What follows belongs to an exercise in optimizing a design on an open flow for small area, a short achievable clock period and few clock cycles per item; a production flow would make more cautious choices. RTL that was checked went through simulation tests only; none was proved equivalent to the original. No activity file was given, so power comes from the tool's default toggle rates.

// rle_codec
module rle_codec (
    input  wire        clk,
    input  wire        rst,
    input  wire        enc_in_valid,
    output wire        enc_in_ready,
    input  wire [31:0] enc_in_data,
    input  wire [2:0]  enc_in_bytes,
    input  wire        enc_in_last,
    output wire        enc_out_valid,
    input  wire        enc_out_ready,
    output wire [15:0] enc_out_desc,
    output wire        enc_out_last,
    input  wire        dec_in_valid,
    output wire        dec_in_ready,
    input  wire [15:0] dec_in_desc,
    input  wire        dec_in_last,
    output wire        dec_out_valid,
    input  wire        dec_out_ready,
    output wire [31:0] dec_out_data,
    output wire [2:0]  dec_out_bytes,
    output wire        dec_out_last
);
For scale: ~730 cells after synthesis, ~150 flip-flops, ~120 I/O pins.
export LEC_CHECK = 0
export CAP_MARGIN = 20
export CORE_MARGIN = 2
export CORE_UTILIZATION = 40
export CTS_BUF_LIST = sky130_fd_sc_hd__clkbuf_4 sky130_fd_sc_hd__clkbuf_8
export SETUP_SLACK_MARGIN = 3.5
export SLEW_MARGIN = 20
create_clock -name core_clock -period 6.0 [get_ports {clk}]
standard.sh (not shown) runs the stock make flow with config.mk's settings and CLKGATE_MAP_FILE= SYNTH_SCRIPT=/design/flow/synth_recipe.tcl, a recipe that flattens the netlist after the stock synthesis.
==> flow/flow/run.sh <==
#!/bin/bash
set -euo pipefail
export BUFFER_PORTS_ARGS="-buffer_cell sky130_fd_sc_hd__buf_1"
bash standard.sh > standard_make.log 2>&1
Testbench counts at the start, summed over its fixed seeds: cycles 28,756, bytes 104,336.
Next try:
--- a/flow/design.v
+++ b/flow/design.v
@@ -8,26 +8,27 @@
     input  wire        in_last,    
     output reg         out_valid,
     input  wire        out_ready,
     output reg  [15:0] out_desc,
     output reg         out_last
 );
-    reg        rdy;
+    reg        rdy;         
+    reg        nrdy;        
     reg [31:0] b_data;
     reg [3:0]  v;
     reg [3:0]  sol;
     reg [3:0]  ev;
     reg        b_last;
     reg        run_act;
     reg        run_bit;
     reg [10:0] run_len;
     reg        at_cap;      
     reg [3:0]  cap;         
     reg        oc;          
     assign in_ready = rdy;
-    wire in_fire  = in_valid && rdy;
+    wire in_fire  = in_valid && !nrdy;
     wire out_free = !out_valid || out_ready;
     function [8:0] inc9;
         input [8:0] x;
         integer k;
         begin
             inc9[0] = ~x[0];
@@ -124,19 +125,22 @@
     wire       atc_n  = busy ? (quiet && |(lastv & hit47)) : at_cap;
     wire       capish = (busy && &run_len[10:5]) || at_cap || (|cap);    
     wire       oc_n   = act_n && (atc_n || !n_sol[0] || (n_bt[0] != bit_n));
     wire [3:0] nevc   = n_ev & n_v;
     wire       n_none = !oc_n && nevc == 4'b0000;
     wire       n_one  = oc_n ? (nevc == 4'b0000) : (first_of(nevc) == nevc);
-    wire       emit_now = go && !quiet;
+    wire       early  = in_fire && oc_n && !capish && (!busy || quiet) && out_free;
+    wire       emit_now = go && !quiet || early;
     wire       bud_sure = !emit_now && !(out_valid && !out_ready);
-    wire       sure   = !capish && (n_none || (SMART && n_one && bud_sure));
+    wire       e_none = nevc == 4'b0000;
+    wire       sure   = !capish && (early ? e_none : (n_none || (SMART && n_one && bud_sure)));
     wire       left   = busy && !(go && v_nxt == 4'b0000);
     always @(posedge clk) begin
         if (rst) begin
             rdy       <= 1'b1;
+            nrdy      <= 1'b0;
             oc        <= 1'b0;
             v         <= 4'b0000;
             run_act   <= 1'b0;
             run_len   <= 11'd0;
             at_cap    <= 1'b0;
             cap       <= 4'b0000;
@@ -157,16 +161,24 @@
                     run_act <= |absb;
                     run_len <= len_a;
                     at_cap  <= 1'b0;
                     cap     <= 4'b0000;
                 end
             end
+            if (early) begin
+                out_valid <= 1'b1;
+                run_act   <= 1'b0;
+                run_len   <= 11'd0;
+                at_cap    <= 1'b0;
+                cap       <= 4'b0000;
+            end
             if (in_fire)
                 v <= n_v;
-            rdy <= in_fire ? sure : !left;
-            oc  <= in_fire ? oc_n : (oc && !go);
+            rdy  <= in_fire ? sure : !left;
+            nrdy <= in_fire ? !sure : left;
+            oc  <= in_fire ? (oc_n && !early) : (oc && !go);
         end
     end
     always @(posedge clk) begin
         if (go) begin
             if (quiet) begin
                 run_bit <= r_bit;
@@ -176,13 +188,17 @@
                     out_desc <= {8'h00, p_byte};
                 else
                     out_desc <= {1'b1, r_bit, 3'b000, oc ? run_len : sum};
                 run_bit <= |(afirst & bt);
             end
         end
-        if (rdy) begin
+        if (early) begin
+            out_last <= 1'b0;
+            out_desc <= {1'b1, bit_n, 3'b000, busy ? sum : run_len};
+        end
+        if (!nrdy) begin
             b_data <= n_data;
             sol    <= n_sol;
             ev     <= n_ev;
             b_last <= n_last;
         end
     end
=> Non-clock buffer count increases by 8; total power came out higher by 6.3%; synthesized cell count went up by 5.5%; sequential cell count rose by 1; setup slack gets worse by 0.040 ns; final cell count is higher by 5.0%; clock-buffer cell count rose by 1; synthesized area is higher by 4.6%; cell area increases by 4.6%; routed wire length rose by 13%; worst hold slack gains 0.0066 ns; via count is higher by 7.7%; sequential share of layout area decreases by 2.0 points; clock skew increases by 0.0032 ns.
Function not checked in the second run of this note: the RTL went through the layout flow alone.


the baseline:
Another version of the RTL of rle_codec (not shown whole).
For scale: roughly 730 cells after synthesis, ~150 flip-flops, ~7800 µm² of cells after synthesis.
Settings: LEC_CHECK=0, CAP_MARGIN=20, CORE_MARGIN=2, CORE_UTILIZATION=40, CTS_BUF_LIST=sky130_fd_sc_hd__clkbuf_4 sky130_fd_sc_hd__clkbuf_8, SETUP_SLACK_MARGIN=3.7, SLEW_MARGIN=20; clock period 6.0 ns.
Scripts as last shown in full above: flow/flow/run.sh
Edits applied to the flow inputs when going from the baseline to the candidate:
-- flow/design.v --
<<< the baseline, line 120
    wire       act_n  = busy ? (oc || !(|(evc & lastv))) : run_act;
    wire       bit_n  = busy ? |(lastv & bt) : run_bit;
    wire [3:0] hit47  = {run_len == 11'd2043, run_len == 11'd2044, run_len == 11'd2045,
                         run_len == 11'd2046};
    wire       atc_n  = busy ? (quiet && |(lastv & hit47)) : at_cap;
    wire       capish = (busy && &run_len[10:5]) || at_cap || (|cap);    
    wire       oc_n   = act_n && (atc_n || !n_sol[0] || (n_bt[0] != bit_n));
    wire [3:0] nevc   = n_ev & n_v;
>>> the candidate, line 120
    wire       act_n  = busy ? (oc || !(|(evc & lastv))) : run_act;
    wire       bit_n  = busy ? |(lastv & bt) : run_bit;
    wire       atc_n  = busy ? (quiet && near_q && lo_q == 2'd3) : at_cap;
    wire       capish = (busy && near_q) || at_cap || (|cap);
    wire       oc_n   = act_n && (atc_n || !n_sol[0] || (n_bt[0] != bit_n));
    wire [3:0] nevc   = n_ev & n_v;
### Flow results
The candidate | stages: all done | timing, DRC, antenna: all pass. Relative to the baseline, sequential share of cell area increased by 0.84 points in the candidate. The higher worst hold slack came out of the candidate. Multi-input combinational area share ends up lower on the candidate. Changes observed in the candidate relative to the baseline: total power has remained practically unchanged, multiplexer area fraction after synthesis has decreased. The final reports for the candidate and the baseline show max-slew headroom at the worst pin lower in the former.
No functional check of the RTL was part of any run of this note.


rle_codec, a different RTL version from the one above (not shown whole).
For scale: ~740 cells after synthesis, about 160 flip-flops, roughly 120 I/O pins, ~7800 µm² of cells after synthesis.
==> flow/config.mk <==
export PLATFORM = sky130hd
export DESIGN_NAME = rle_codec
export DESIGN_NICKNAME = rle_codec
export VERILOG_FILES = /design/flow/design.v
export SDC_FILE = /design/flow/constraint.sdc
export NUM_CORES = 4
export LEC_CHECK = 0
export CAP_MARGIN = 20
export CORE_MARGIN = 2
export CORE_UTILIZATION = 40
export CTS_BUF_LIST = sky130_fd_sc_hd__clkbuf_4 sky130_fd_sc_hd__clkbuf_8
export SETUP_SLACK_MARGIN = 3.5
export SLEW_MARGIN = 20
==> flow/constraint.sdc <==
create_clock -name core_clock -period 6.0 [get_ports {clk}]
set_input_delay 1.2000 -clock core_clock [delete_from_list [all_inputs] [get_ports {clk}]]
set_output_delay 1.2000 -clock core_clock [all_outputs]
set_load 0.01 [all_outputs]
Scripts as last shown in full above: flow/flow/run.sh
==> next run, changes <==
--- a/flow/design.v
+++ b/flow/design.v
@@ -1,34 +1,32 @@
-module rle_enc #(parameter SMART = 0) (
+module rle_enc #(parameter SMART = 1) (
     input  wire        clk,
     input  wire        rst,
     input  wire        in_valid,
     output wire        in_ready,
     input  wire [31:0] in_data,    
     input  wire [2:0]  in_bytes,   
     input  wire        in_last,    
     output reg         out_valid,
     input  wire        out_ready,
     output reg  [15:0] out_desc,
     output reg         out_last
 );
-    reg        rdy;         
-    reg        nrdy;        
+    reg        rdy;
     reg [31:0] b_data;
     reg [3:0]  v;
     reg [3:0]  sol;
     reg [3:0]  ev;
     reg        b_last;
     reg        run_act;
     reg        run_bit;
     reg [10:0] run_len;
     reg        at_cap;      
     reg [3:0]  cap;         
-    reg        oc;          
     assign in_ready = rdy;
-    wire in_fire  = in_valid && !nrdy;
+    wire in_fire  = in_valid && rdy;
     wire out_free = !out_valid || out_ready;
     function [8:0] inc9;
         input [8:0] x;
         integer k;
         begin
             inc9[0] = ~x[0];
@@ -48,14 +46,13 @@
                           (n_bytes == 3'd3) ? 4'b0111 : 4'b1111;
     wire [3:0]  n_sol, n_bt, n_ev;
     genvar g;
     generate
         for (g = 0; g < 4; g = g + 1) begin : cls
             wire [7:0] b = n_data[31 - 8 * g -: 8];
-            wire hz = ~|b[7:4], hf = &b[7:4], lz = ~|b[3:0], lf = &b[3:0];
-            assign n_sol[g] = (hz && lz) || (hf && lf);
+            assign n_sol[g] = (b == 8'h00) || (b == 8'hFF);
             assign n_bt[g]  = b[7];
         end
         for (g = 0; g < 3; g = g + 1) begin : brk
             wire same = n_sol[g + 1] && (n_bt[g + 1] == n_bt[g]);
             assign n_ev[g] = !n_sol[g] || (n_v[g + 1] ? !same : n_last);
         end
@@ -66,12 +63,13 @@
     wire [3:0] lastv = v & ~{1'b0, v[3:1]};
     wire       busy  = |v;
     wire       p_sol = |(first & sol);
     wire       p_bit = |(first & bt);
     wire [7:0] p_byte = ({8{first[0]}} & b_data[31:24]) | ({8{first[1]}} & b_data[23:16]) |
                         ({8{first[2]}} & b_data[15:8])  | ({8{first[3]}} & b_data[7:0]);
+    wire       oc    = v[0] && run_act && (at_cap || !sol[0] || (bt[0] != run_bit));
     wire [3:0] evr   = ev & v;
     wire [3:0] evc   = (ev | cap) & v;
     wire [3:0] f1c   = first_of(evc);
     wire [3:0] f1r   = first_of(evr);
     wire [3:0] le1   = {~|f1c[2:0], ~|f1c[1:0], ~f1c[0], 1'b1};    
     wire [3:0] ev2   = evr & ~le1;
@@ -115,31 +113,27 @@
     end
     wire [10:0] len_a = has_st ? (oc ? 11'd0 : {9'h1FF, ~e_idx}) :
                         (oc ? {8'd0, b_cnt} : {9'd0, l_m_e});
     wire       e_raw = !oc && !p_sol;   
     wire       e_last = b_last && !oc && |(f1c & lastv);
     wire       r_bit = run_act ? run_bit : p_bit;
-    wire       act_n  = busy ? (oc || !(|(evc & lastv))) : run_act;
+    wire       ev_last = |(lastv & ev);
+    wire       act_n  = busy ? !ev_last : run_act;
     wire       bit_n  = busy ? |(lastv & bt) : run_bit;
-    wire [3:0] hit47  = {run_len == 11'd2043, run_len == 11'd2044, run_len == 11'd2045,
-                         run_len == 11'd2046};
-    wire       atc_n  = busy ? (quiet && |(lastv & hit47)) : at_cap;
-    wire       capish = (busy && &run_len[10:5]) || at_cap || (|cap);    
-    wire       oc_n   = act_n && (atc_n || !n_sol[0] || (n_bt[0] != bit_n));
+    wire       capish = (busy && near_q) || at_cap || (|cap);
+    wire       oc_n   = act_n && (!n_sol[0] || (n_bt[0] != bit_n));
     wire [3:0] nevc   = n_ev & n_v;
     wire       n_none = !oc_n && nevc == 4'b0000;
     wire       n_one  = oc_n ? (nevc == 4'b0000) : (first_of(nevc) == nevc);
     wire       emit_now = go && !quiet;
     wire       bud_sure = !emit_now && !(out_valid && !out_ready);
     wire       sure   = !capish && (n_none || (SMART && n_one && bud_sure));
     wire       left   = busy && !(go && v_nxt == 4'b0000);
     always @(posedge clk) begin
         if (rst) begin
             rdy       <= 1'b1;
-            nrdy      <= 1'b0;
-            oc        <= 1'b0;
             v         <= 4'b0000;
             run_act   <= 1'b0;
             run_len   <= 11'd0;
             at_cap    <= 1'b0;
             cap       <= 4'b0000;
             out_valid <= 1'b0;
@@ -161,15 +155,13 @@
                     at_cap  <= 1'b0;
                     cap     <= 4'b0000;
                 end
             end
             if (in_fire)
                 v <= n_v;
-            rdy  <= in_fire ? sure : !left;
-            nrdy <= in_fire ? !sure : left;
-            oc  <= in_fire ? oc_n : (oc && !go);
+            rdy <= in_fire ? sure : !left;
         end
     end
     always @(posedge clk) begin
         if (go) begin
             if (quiet) begin
                 run_bit <= r_bit;
@@ -179,13 +171,13 @@
                     out_desc <= {8'h00, p_byte};
                 else
                     out_desc <= {1'b1, r_bit, 3'b000, oc ? run_len : sum};
                 run_bit <= |(afirst & bt);
             end
         end
-        if (!nrdy) begin
+        if (in_fire) begin
             b_data <= n_data;
             sol    <= n_sol;
             ev     <= n_ev;
             b_last <= n_last;
         end
     end
Effect:
- area after synthesis decreases by 1.3%
- wire length decreases by 0.89%
- non-clock buffer count increases by 13
- core utilization increases by 3.0 points
- hold slack is better by 0.011 ns
- flip-flop and latch count decreases by 2
Function was not checked in any run of this note: the RTL went through the layout flow alone.

-- static timing again, ports no longer ideal --
In the flow no input, the clock included, has a driving cell. The finished layouts below were timed again as built, in two steps. Step 1: set_driving_cell puts a clkbuf_16 on clk and a buf_2 on each other input, an assumption about the parent block. Step 2 also shifts input and output timing later by t, the mid clock arrival at the registers, as if the neighbouring blocks saw the same clock. a / b / c = no drivers / after step 1 / after step 2; a / b = the first two.
| run | t (ns) | setup slack, ns | worst setup path after step 2 | clock arrival spread, ns | worst register clock-pin slew, ns |
|---|---|---|---|---|---|
| the first run of note 1 | 0.492 | 3.557 / 3.530 / 3.104 | input to register | 0.018 / 0.018 | 0.10 / 0.10 |
| the second run of note 1 | 0.506 | 3.517 / 3.517 / 3.032 | input to register | 0.018 / 0.018 | 0.10 / 0.10 |
| the baseline | 0.499 | 3.683 / 3.705 / 3.205 | input to register | 0.022 / 0.023 | 0.10 / 0.10 |
| the candidate | 0.488 | 3.335 / 3.335 / 3.008 | input to register | 0.021 / 0.021 | 0.10 / 0.10 |
| the first run of note 3 | 0.488 | 3.465 / 3.465 / 3.099 | input to register | 0.014 / 0.014 | 0.10 / 0.10 |
| the second run of note 3 | 0.494 | 3.408 / 3.413 / 2.918 | input to register | 0.015 / 0.015 | 0.09 / 0.09 |
After both steps setup and hold are still met in every run listed. For the second run of note 3, which loses most, drivers alone change the setup slack by +0.005 ns; drivers and shift together by -0.490 ns.
